This design comes from an exercise in tuning for small area on the open sky130 flow, not from production work.
At most, simulation tests tie the RTL to the original design; equivalence was not proved.
Power and IR drop assume default switching activity.

==> trial 90 <==
// ft300_core
module ft300_core (
    input  wire         clk,
    input  wire         rst,
    input  wire [63:0]  time_now,
    input  wire         cmd_valid,
    output wire         cmd_ready,
    input  wire [7:0]   cmd_word,
    input  wire         rx_valid,
    input  wire         rx_timeout,
    output wire         rx_ready,
    input  wire [7:0]   rx_data,
    output reg          rsp_valid,
    output reg  [2:0]   rsp_op,
    output reg  [3:0]   rsp_status,
    output wire [107:0] rsp_sample,
    output wire [63:0]  rsp_freq
);
    localparam [2:0] S_IDLE = 3'd0, S_DISC = 3'd1, S_CAPT = 3'd2,
                     S_READY = 3'd3, S_READING = 3'd4, S_STOP = 3'd5;
    localparam [2:0] D_IDLE = 3'd0, D_EPASS = 3'd1, D_WAITS = 3'd2, D_E = 3'd3,
                     D_LOAD = 3'd4, D_STEP = 3'd5, D_ROUND = 3'd6, D_EL = 3'd7;
    integer k;
    reg  [2:0] ph8;
    reg  [2:0] p5;
    wire ph8_0 = (ph8 == 3'd0);
    wire ph8_7 = (ph8 == 3'd7);
    wire p5_0  = (p5 == 3'd0);
    wire p5_4  = (p5 == 3'd4);
    always @(posedge clk) begin
        if (rst) begin
            ph8 <= 3'd0;
            p5  <= 3'd0;
        end else begin
            ph8 <= ph8 + 3'd1;
            p5  <= p5_4 ? 3'd0 : p5 + 3'd1;
        end
    end
    reg [2:0] sess;
    reg       busy;           
    reg [5:0] ctr;            
    wire [4:0] cnt = ctr[4:0];
    reg       prev20;
    reg       zref_zero;      
    reg       wclr;           
    reg       copy_run;       
    reg [2:0] dstate;
    wire [5:0] step = ctr;
    wire       rmode = (dstate == D_LOAD) || (dstate == D_STEP);   
  ...
Settings: LEC_CHECK=0, CAP_MARGIN=20, CORE_MARGIN=2, CORE_UTILIZATION=65, PLACE_DENSITY=0.75, SLEW_MARGIN=20; clock period 20.0 ns.
standard.sh (not shown) runs the stock make flow with config.mk's settings and CLKGATE_MAP_FILE= SYNTH_SCRIPT=/design/flow/synth_recipe.tcl, a recipe that flattens the netlist after the stock synthesis.
==> flow/flow/run.sh <==
#!/bin/bash
# The standard ORFS flow with a few layout choices changed:
#  - after the standard synthesis, the logic between the flip-flops is
#    re-mapped by ABC for area (flow/resyn.ys, flow/abc.script); the
#    flip-flops themselves are kept as the standard synthesis made them;
#  - the port buffers use the smallest buffer cell;
#  - clock tree synthesis uses clkbuf_4 with small clusters and no dummy loads.
# Each tool's output goes to a log file of its own in this folder.
set -euo pipefail
export BUFFER_PORTS_ARGS="-buffer_cell sky130_fd_sc_hd__buf_1"
export CTS_ARGS="-sink_clustering_enable -repair_clock_nets -dont_use_dummy_load -buf_list sky130_fd_sc_hd__clkbuf_4 -sink_clustering_size 10 -sink_clustering_max_diameter 30"
R=orfs/results/$FLOW_PLATFORM/ft300_core/base
LIB=$FLOW_HOME/platforms/$FLOW_PLATFORM/lib/sky130_fd_sc_hd__tt_025C_1v80.lib
YOSYS=$FLOW_HOME/../tools/install/yosys/bin/yosys
bash standard.sh synth > synth.log 2>&1
cp $R/1_2_yosys.v $R/1_2_yosys_standard.v
sed -e "s#@LIB@#$LIB#g" -e "s#@IN@#$R/1_2_yosys_standard.v#" -e "s#@OUT@#$R/1_2_yosys.v#" \
    -e "s#@TOP@#$FLOW_TOP#" -e "s#@ABC@#$PWD/flow/abc.script#" flow/resyn.ys > resyn_run.ys
$YOSYS -s resyn_run.ys > resyn.log 2>&1
rm -f $R/1_synth.odb $R/1_synth.sdc
bash standard.sh > flow.log 2>&1
Other scripts of this flow, unchanged in this note and not shown: flow/flow/abc.script, flow/flow/resyn.ys
==> trial 68 (differences from trial 90) <==
--- a/flow/design.v
+++ b/flow/design.v
@@ -197,14 +197,15 @@
     end
     reg  [7:0] tt [0:7];
     reg  [7:0] ss [0:7];
     wire       tload  = ev_cycle;
     wire       tshort = (dstate == D_E) || (dstate == D_EL) || (dstate == D_LOAD) || (dstate == D_STEP) || (dstate == D_ROUND);
     wire       epass  = (dstate == D_EPASS);
-    reg        eb, ezero, big;
-    wire [8:0] ed = {1'b0, tt[0]} - {1'b0, ss[0]} - {8'd0, ph8_0 ? 1'b0 : eb};
+    reg        cy;       
+    reg        ezero, big;
+    wire [8:0] ed = {1'b0, tt[0]} - {1'b0, ss[0]} - {8'd0, ph8_0 ? 1'b0 : cy};
     always @(posedge clk) begin
         for (k = 0; k < 7; k = k + 1) begin
             tt[k] <= tt[k+1];
             ss[k] <= ss[k+1];
         end
         tt[7] <= rmode ? rin : epass ? ed[7:0] : tt[0];
@@ -214,38 +215,37 @@
         if (tload)
             for (k = 0; k < 8; k = k + 1)
                 tt[k] <= time_now[8*k +: 8];
     end
     reg [7:0] xx [0:3];      
     reg [7:0] qq [0:4];
-    reg        cx, xmax, xeq;
+    reg        xmax, xeq;
     reg  [7:0] kd, xmd;
     always @(*) begin
         case (p5)
             3'd1: begin kd = 8'h24; xmd = 8'hDC; end
             3'd2: begin kd = 8'hF4; xmd = 8'h0B; end
             3'd3: begin kd = 8'h00; xmd = 8'h23; end
             3'd4: begin kd = 8'h00; xmd = 8'hF4; end
             default: begin kd = 8'h00; xmd = 8'h00; end
         endcase
     end
     wire [7:0] xa   = p5_0 ? 8'd0 : xx[0];
-    wire [8:0] xs   = {1'b0, xa} + {1'b0, kd} + {8'd0, p5_0 ? 1'b0 : cx};
+    wire [8:0] xs   = {1'b0, xa} + {1'b0, kd} + {8'd0, p5_0 ? 1'b0 : cy};
     wire [7:0] xnew = xmax ? 8'h00 : xs[7:0];
     wire       xeqn = (p5_0 ? 1'b1 : xeq) & (xnew == xmd);
-    reg        sR, cR, rsh, qsh, dnext, rnz;
+    reg        sR, rsh, qsh, dnext, rnz;
     wire       rsi  = p5_0 ? dnext : rsh;
     wire [7:0] ra   = {w[11][6:0], rsi};
     wire [7:0] rb   = tt[0] ^ {8{~sR}};
-    wire       rci  = p5_0 ? ~sR : cR;
+    wire       rci  = p5_0 ? ~sR : cy;
     wire [8:0] rsum = {1'b0, ra} + {1'b0, rb} + {8'd0, rci};
     assign     rin  = (dstate == D_LOAD) ? 8'd0 : rsum[7:0];
     wire       qsi  = p5_0 ? ((step == 6'd0) ? 1'b0 : ~sR) : qsh;
-    reg        cq;
     wire       ru = ~sR & (rnz | qq[0][0]);
-    wire [8:0] qi = {1'b0, qq[0]} + {8'd0, p5_0 ? ru : cq};
+    wire [8:0] qi = {1'b0, qq[0]} + {8'd0, p5_0 ? ru : cy};
     reg  [7:0] qin;
     always @(*) begin
         if (copy_run)
             qin = 8'd0;
         else case (dstate)
             D_LOAD:  qin = ezero ? qq[0] : big ? 8'd0 : xnew;
@@ -258,19 +258,16 @@
         for (k = 0; k < 4; k = k + 1)
             qq[k] <= qq[k+1];
         for (k = 0; k < 3; k = k + 1)
             xx[k] <= xx[k+1];
         xx[3] <= (dstate == D_LOAD && !p5_0) ? xnew : copy_run ? 8'd0 : xx[0];
         qq[4] <= qin;
-        eb  <= ed[8];
-        cx  <= xs[8];
+        cy  <= epass ? ed[8] : (dstate == D_LOAD) ? xs[8] : (dstate == D_STEP) ? rsum[8] : qi[8];
         xeq <= xeqn;
-        cR  <= rsum[8];
         rsh <= w[11][7];
         qsh <= qq[0][7];
-        cq  <= qi[8];
         if (epass) begin
             ezero <= (ph8_0 ? 1'b1 : ezero) & (ed[7:0] == 8'd0);
             big   <= (ph8_0 ? 1'b0 : big) |
                      ((ph8 == 3'd4) ? (|ed[7:5]) : (ph8 > 3'd4) ? (|ed[7:0]) : 1'b0);
         end
         if (dstate == D_LOAD) begin
CORE_UTILIZATION = 50   (was 65)
PLACE_DENSITY = 0.65   (was 0.75)
==> trial 12 (differences from trial 90) <==
--- a/flow/design.v
+++ b/flow/design.v
@@ -197,14 +197,15 @@
     end
     reg  [7:0] tt [0:7];
     reg  [7:0] ss [0:7];
     wire       tload  = ev_cycle;
     wire       tshort = (dstate == D_E) || (dstate == D_EL) || (dstate == D_LOAD) || (dstate == D_STEP) || (dstate == D_ROUND);
     wire       epass  = (dstate == D_EPASS);
-    reg        eb, ezero, big;
-    wire [8:0] ed = {1'b0, tt[0]} - {1'b0, ss[0]} - {8'd0, ph8_0 ? 1'b0 : eb};
+    reg        cy;       
+    reg        ezero, big;
+    wire [8:0] ed = {1'b0, tt[0]} - {1'b0, ss[0]} - {8'd0, ph8_0 ? 1'b0 : cy};
     always @(posedge clk) begin
         for (k = 0; k < 7; k = k + 1) begin
             tt[k] <= tt[k+1];
             ss[k] <= ss[k+1];
         end
         tt[7] <= rmode ? rin : epass ? ed[7:0] : tt[0];
@@ -214,38 +215,37 @@
         if (tload)
             for (k = 0; k < 8; k = k + 1)
                 tt[k] <= time_now[8*k +: 8];
     end
     reg [7:0] xx [0:3];      
     reg [7:0] qq [0:4];
-    reg        cx, xmax, xeq;
+    reg        xmax, xeq;
     reg  [7:0] kd, xmd;
     always @(*) begin
         case (p5)
             3'd1: begin kd = 8'h24; xmd = 8'hDC; end
             3'd2: begin kd = 8'hF4; xmd = 8'h0B; end
             3'd3: begin kd = 8'h00; xmd = 8'h23; end
             3'd4: begin kd = 8'h00; xmd = 8'hF4; end
             default: begin kd = 8'h00; xmd = 8'h00; end
         endcase
     end
     wire [7:0] xa   = p5_0 ? 8'd0 : xx[0];
-    wire [8:0] xs   = {1'b0, xa} + {1'b0, kd} + {8'd0, p5_0 ? 1'b0 : cx};
+    wire [8:0] xs   = {1'b0, xa} + {1'b0, kd} + {8'd0, p5_0 ? 1'b0 : cy};
     wire [7:0] xnew = xmax ? 8'h00 : xs[7:0];
     wire       xeqn = (p5_0 ? 1'b1 : xeq) & (xnew == xmd);
-    reg        sR, cR, rsh, qsh, dnext, rnz;
+    reg        sR, rsh, qsh, dnext, rnz;
     wire       rsi  = p5_0 ? dnext : rsh;
     wire [7:0] ra   = {w[11][6:0], rsi};
     wire [7:0] rb   = tt[0] ^ {8{~sR}};
-    wire       rci  = p5_0 ? ~sR : cR;
+    wire       rci  = p5_0 ? ~sR : cy;
     wire [8:0] rsum = {1'b0, ra} + {1'b0, rb} + {8'd0, rci};
     assign     rin  = (dstate == D_LOAD) ? 8'd0 : rsum[7:0];
     wire       qsi  = p5_0 ? ((step == 6'd0) ? 1'b0 : ~sR) : qsh;
-    reg        cq;
     wire       ru = ~sR & (rnz | qq[0][0]);
-    wire [8:0] qi = {1'b0, qq[0]} + {8'd0, p5_0 ? ru : cq};
+    wire [8:0] qi = {1'b0, qq[0]} + {8'd0, p5_0 ? ru : cy};
     reg  [7:0] qin;
     always @(*) begin
         if (copy_run)
             qin = 8'd0;
         else case (dstate)
             D_LOAD:  qin = ezero ? qq[0] : big ? 8'd0 : xnew;
@@ -258,19 +258,16 @@
         for (k = 0; k < 4; k = k + 1)
             qq[k] <= qq[k+1];
         for (k = 0; k < 3; k = k + 1)
             xx[k] <= xx[k+1];
         xx[3] <= (dstate == D_LOAD && !p5_0) ? xnew : copy_run ? 8'd0 : xx[0];
         qq[4] <= qin;
-        eb  <= ed[8];
-        cx  <= xs[8];
+        cy  <= epass ? ed[8] : (dstate == D_LOAD) ? xs[8] : (dstate == D_STEP) ? rsum[8] : qi[8];
         xeq <= xeqn;
-        cR  <= rsum[8];
         rsh <= w[11][7];
         qsh <= qq[0][7];
-        cq  <= qi[8];
         if (epass) begin
             ezero <= (ph8_0 ? 1'b1 : ezero) & (ed[7:0] == 8'd0);
             big   <= (ph8_0 ? 1'b0 : big) |
                      ((ph8 == 3'd4) ? (|ed[7:5]) : (ph8 > 3'd4) ? (|ed[7:0]) : 1'b0);
         end
         if (dstate == D_LOAD) begin
--- a/flow/flow/run.sh
+++ b/flow/flow/run.sh
@@ -5,13 +5,13 @@
 #    flip-flops themselves are kept as the standard synthesis made them;
 #  - the port buffers use the smallest buffer cell;
 #  - clock tree synthesis uses clkbuf_4 with small clusters and no dummy loads.
 # Each tool's output goes to a log file of its own in this folder.
 set -euo pipefail
 export BUFFER_PORTS_ARGS="-buffer_cell sky130_fd_sc_hd__buf_1"
-export CTS_ARGS="-sink_clustering_enable -repair_clock_nets -dont_use_dummy_load -buf_list sky130_fd_sc_hd__clkbuf_4 -sink_clustering_size 10 -sink_clustering_max_diameter 30"
+export CTS_ARGS="-sink_clustering_enable -repair_clock_nets -dont_use_dummy_load -buf_list sky130_fd_sc_hd__clkbuf_4 -sink_clustering_size 12 -sink_clustering_max_diameter 24"
 R=orfs/results/$FLOW_PLATFORM/ft300_core/base
 LIB=$FLOW_HOME/platforms/$FLOW_PLATFORM/lib/sky130_fd_sc_hd__tt_025C_1v80.lib
 YOSYS=$FLOW_HOME/../tools/install/yosys/bin/yosys
 bash standard.sh synth > synth.log 2>&1
 cp $R/1_2_yosys.v $R/1_2_yosys_standard.v
 sed -e "s#@LIB@#$LIB#g" -e "s#@IN@#$R/1_2_yosys_standard.v#" -e "s#@OUT@#$R/1_2_yosys.v#" \
==> trial 59 (differences from trial 90) <==
--- a/flow/design.v
+++ b/flow/design.v
@@ -197,14 +197,15 @@
     end
     reg  [7:0] tt [0:7];
     reg  [7:0] ss [0:7];
     wire       tload  = ev_cycle;
     wire       tshort = (dstate == D_E) || (dstate == D_EL) || (dstate == D_LOAD) || (dstate == D_STEP) || (dstate == D_ROUND);
     wire       epass  = (dstate == D_EPASS);
-    reg        eb, ezero, big;
-    wire [8:0] ed = {1'b0, tt[0]} - {1'b0, ss[0]} - {8'd0, ph8_0 ? 1'b0 : eb};
+    reg        cy;       
+    reg        ezero, big;
+    wire [8:0] ed = {1'b0, tt[0]} - {1'b0, ss[0]} - {8'd0, ph8_0 ? 1'b0 : cy};
     always @(posedge clk) begin
         for (k = 0; k < 7; k = k + 1) begin
             tt[k] <= tt[k+1];
             ss[k] <= ss[k+1];
         end
         tt[7] <= rmode ? rin : epass ? ed[7:0] : tt[0];
@@ -214,38 +215,37 @@
         if (tload)
             for (k = 0; k < 8; k = k + 1)
                 tt[k] <= time_now[8*k +: 8];
     end
     reg [7:0] xx [0:3];      
     reg [7:0] qq [0:4];
-    reg        cx, xmax, xeq;
+    reg        xmax, xeq;
     reg  [7:0] kd, xmd;
     always @(*) begin
         case (p5)
             3'd1: begin kd = 8'h24; xmd = 8'hDC; end
             3'd2: begin kd = 8'hF4; xmd = 8'h0B; end
             3'd3: begin kd = 8'h00; xmd = 8'h23; end
             3'd4: begin kd = 8'h00; xmd = 8'hF4; end
             default: begin kd = 8'h00; xmd = 8'h00; end
         endcase
     end
     wire [7:0] xa   = p5_0 ? 8'd0 : xx[0];
-    wire [8:0] xs   = {1'b0, xa} + {1'b0, kd} + {8'd0, p5_0 ? 1'b0 : cx};
+    wire [8:0] xs   = {1'b0, xa} + {1'b0, kd} + {8'd0, p5_0 ? 1'b0 : cy};
     wire [7:0] xnew = xmax ? 8'h00 : xs[7:0];
     wire       xeqn = (p5_0 ? 1'b1 : xeq) & (xnew == xmd);
-    reg        sR, cR, rsh, qsh, dnext, rnz;
+    reg        sR, rsh, qsh, dnext, rnz;
     wire       rsi  = p5_0 ? dnext : rsh;
     wire [7:0] ra   = {w[11][6:0], rsi};
     wire [7:0] rb   = tt[0] ^ {8{~sR}};
-    wire       rci  = p5_0 ? ~sR : cR;
+    wire       rci  = p5_0 ? ~sR : cy;
     wire [8:0] rsum = {1'b0, ra} + {1'b0, rb} + {8'd0, rci};
     assign     rin  = (dstate == D_LOAD) ? 8'd0 : rsum[7:0];
     wire       qsi  = p5_0 ? ((step == 6'd0) ? 1'b0 : ~sR) : qsh;
-    reg        cq;
     wire       ru = ~sR & (rnz | qq[0][0]);
-    wire [8:0] qi = {1'b0, qq[0]} + {8'd0, p5_0 ? ru : cq};
+    wire [8:0] qi = {1'b0, qq[0]} + {8'd0, p5_0 ? ru : cy};
     reg  [7:0] qin;
     always @(*) begin
         if (copy_run)
             qin = 8'd0;
         else case (dstate)
             D_LOAD:  qin = ezero ? qq[0] : big ? 8'd0 : xnew;
@@ -258,19 +258,16 @@
         for (k = 0; k < 4; k = k + 1)
             qq[k] <= qq[k+1];
         for (k = 0; k < 3; k = k + 1)
             xx[k] <= xx[k+1];
         xx[3] <= (dstate == D_LOAD && !p5_0) ? xnew : copy_run ? 8'd0 : xx[0];
         qq[4] <= qin;
-        eb  <= ed[8];
-        cx  <= xs[8];
+        cy  <= epass ? ed[8] : (dstate == D_LOAD) ? xs[8] : (dstate == D_STEP) ? rsum[8] : qi[8];
         xeq <= xeqn;
-        cR  <= rsum[8];
         rsh <= w[11][7];
         qsh <= qq[0][7];
-        cq  <= qi[8];
         if (epass) begin
             ezero <= (ph8_0 ? 1'b1 : ezero) & (ed[7:0] == 8'd0);
             big   <= (ph8_0 ? 1'b0 : big) |
                      ((ph8 == 3'd4) ? (|ed[7:5]) : (ph8 > 3'd4) ? (|ed[7:0]) : 1'b0);
         end
         if (dstate == D_LOAD) begin
CORE_UTILIZATION = 75   (was 65)
PLACE_DENSITY = 0.85   (was 0.75)
==> notes <==
- Trial 90 finished clean. Trial 59 finished clean. Trial 68 went through all stages and came out clean. Trial 12 produced a clean layout.
- Between trial 12 and trial 68, the lower first-iteration DRC count is in trial 68 (gap 7.2%, measured against trial 68).
- Sequential power is about the same in trial 90 and trial 12.
- Of trial 12 and trial 59, trial 12 has the higher clock power (gap about 14%, measured against trial 59).
- Routed wire length: trial 59 > trial 90 > trial 68 > trial 12.
- Between trial 90 and trial 68, the lower critical path depth is in trial 90 (gap 1).
- Against trial 12, the die area of trial 90 is higher by about 0.3%.
- Of trial 90 and trial 59, trial 90 has the higher clock skew (gap 0.013 ns).
==> figures <==
Result of the run: trial 90 complete, no violations; trial 68 complete, no violations; trial 12 complete, no violations; trial 59 complete, no violations
Metal2 WL: trial 90 15.6 mm; trial 68 15.6 mm; trial 12 15.5 mm; trial 59 17.6 mm
Internal Power: trial 90 0.00130 W; trial 68 0.00132 W; trial 12 0.00134 W; trial 59 0.00128 W
Footprint of the multi-input gates: trial 90 5490 sq um; trial 68 5500 sq um; trial 12 5490 sq um; trial 59 5500 sq um
Highest-delay cell along the critical path: trial 90 dfxtp_1; trial 68 buf_4; trial 12 dfxtp_1; trial 59 or4b_1
Num tapcells: trial 90 324; trial 68 402; trial 12 324; trial 59 275
Power of the combinational group: trial 90 0.000169 W; trial 68 0.000157 W; trial 12 0.000159 W; trial 59 0.000162 W
Total power per unit cell area: trial 90 96.7 nW/um^2; trial 68 97.1 nW/um^2; trial 12 98.9 nW/um^2; trial 59 96.7 nW/um^2
Weighted congestion reported at the end of routability-driven placement: trial 90 0.893; trial 68 0.889; trial 12 0.869; trial 59 0.862
Antenna violations before repair: trial 90 2; trial 68 1; trial 12 1; trial 59 1
Via count of the first global-routing pass: trial 90 10,889; trial 68 10,975; trial 12 11,220; trial 59 11,340
GR Util met2: trial 90 41.3%; trial 68 32.5%; trial 12 41.5%; trial 59 55.3%
Clock-pin transition on the worst setup and hold timing paths: trial 90 0.09 ns; trial 68 0.10 ns; trial 12 0.10 ns; trial 59 0.09 ns
Number of fill cells: trial 90 1,878; trial 68 2,896; trial 12 1,866; trial 59 1,256
Critical Path Stages: trial 90 5; trial 68 6; trial 12 5; trial 59 5
Final net count: trial 90 1,930; trial 68 1,941; trial 12 1,950; trial 59 1,923
Function not checked in trial 90: the RTL went through the layout flow alone.

-- what the ideal ports hide --
How much do the figures lean on ideal ports? The routed layouts below were timed once more, with nothing changed but the port constraints.
Step 1 sets driving cells, clkbuf_16 on the clock port and buf_2 on the other inputs (assumed; they add their load-dependent delay and slew).
Step 2 also shifts input and output timing later by t, the mid clock arrival at the registers, as if the neighbouring blocks saw the same clock.
Three values: no drivers, after step 1, after step 2; two values: the first two.
| run | t, ns | setup slack, ns | worst setup path after step 2 | slew at the worst register clock pin (ns) | pins driven straight from the clock port |
|---|---|---|---|---|---|
| trial 90 | 0.695 | 13.420 / 13.372 / 13.574 | input to register | 0.10 / 0.10 | 1 |
| trial 68 | 0.741 | 13.206 / 13.161 / 13.383 | input to register | 0.10 / 0.10 | 1 |
| trial 12 | 0.737 | 13.439 / 13.394 / 13.559 | input to register | 0.10 / 0.10 | 1 |
| trial 59 | 0.715 | 13.359 / 13.316 / 13.596 | input to register | 0.10 / 0.10 | 1 |
After both steps every run listed still meets setup and hold.
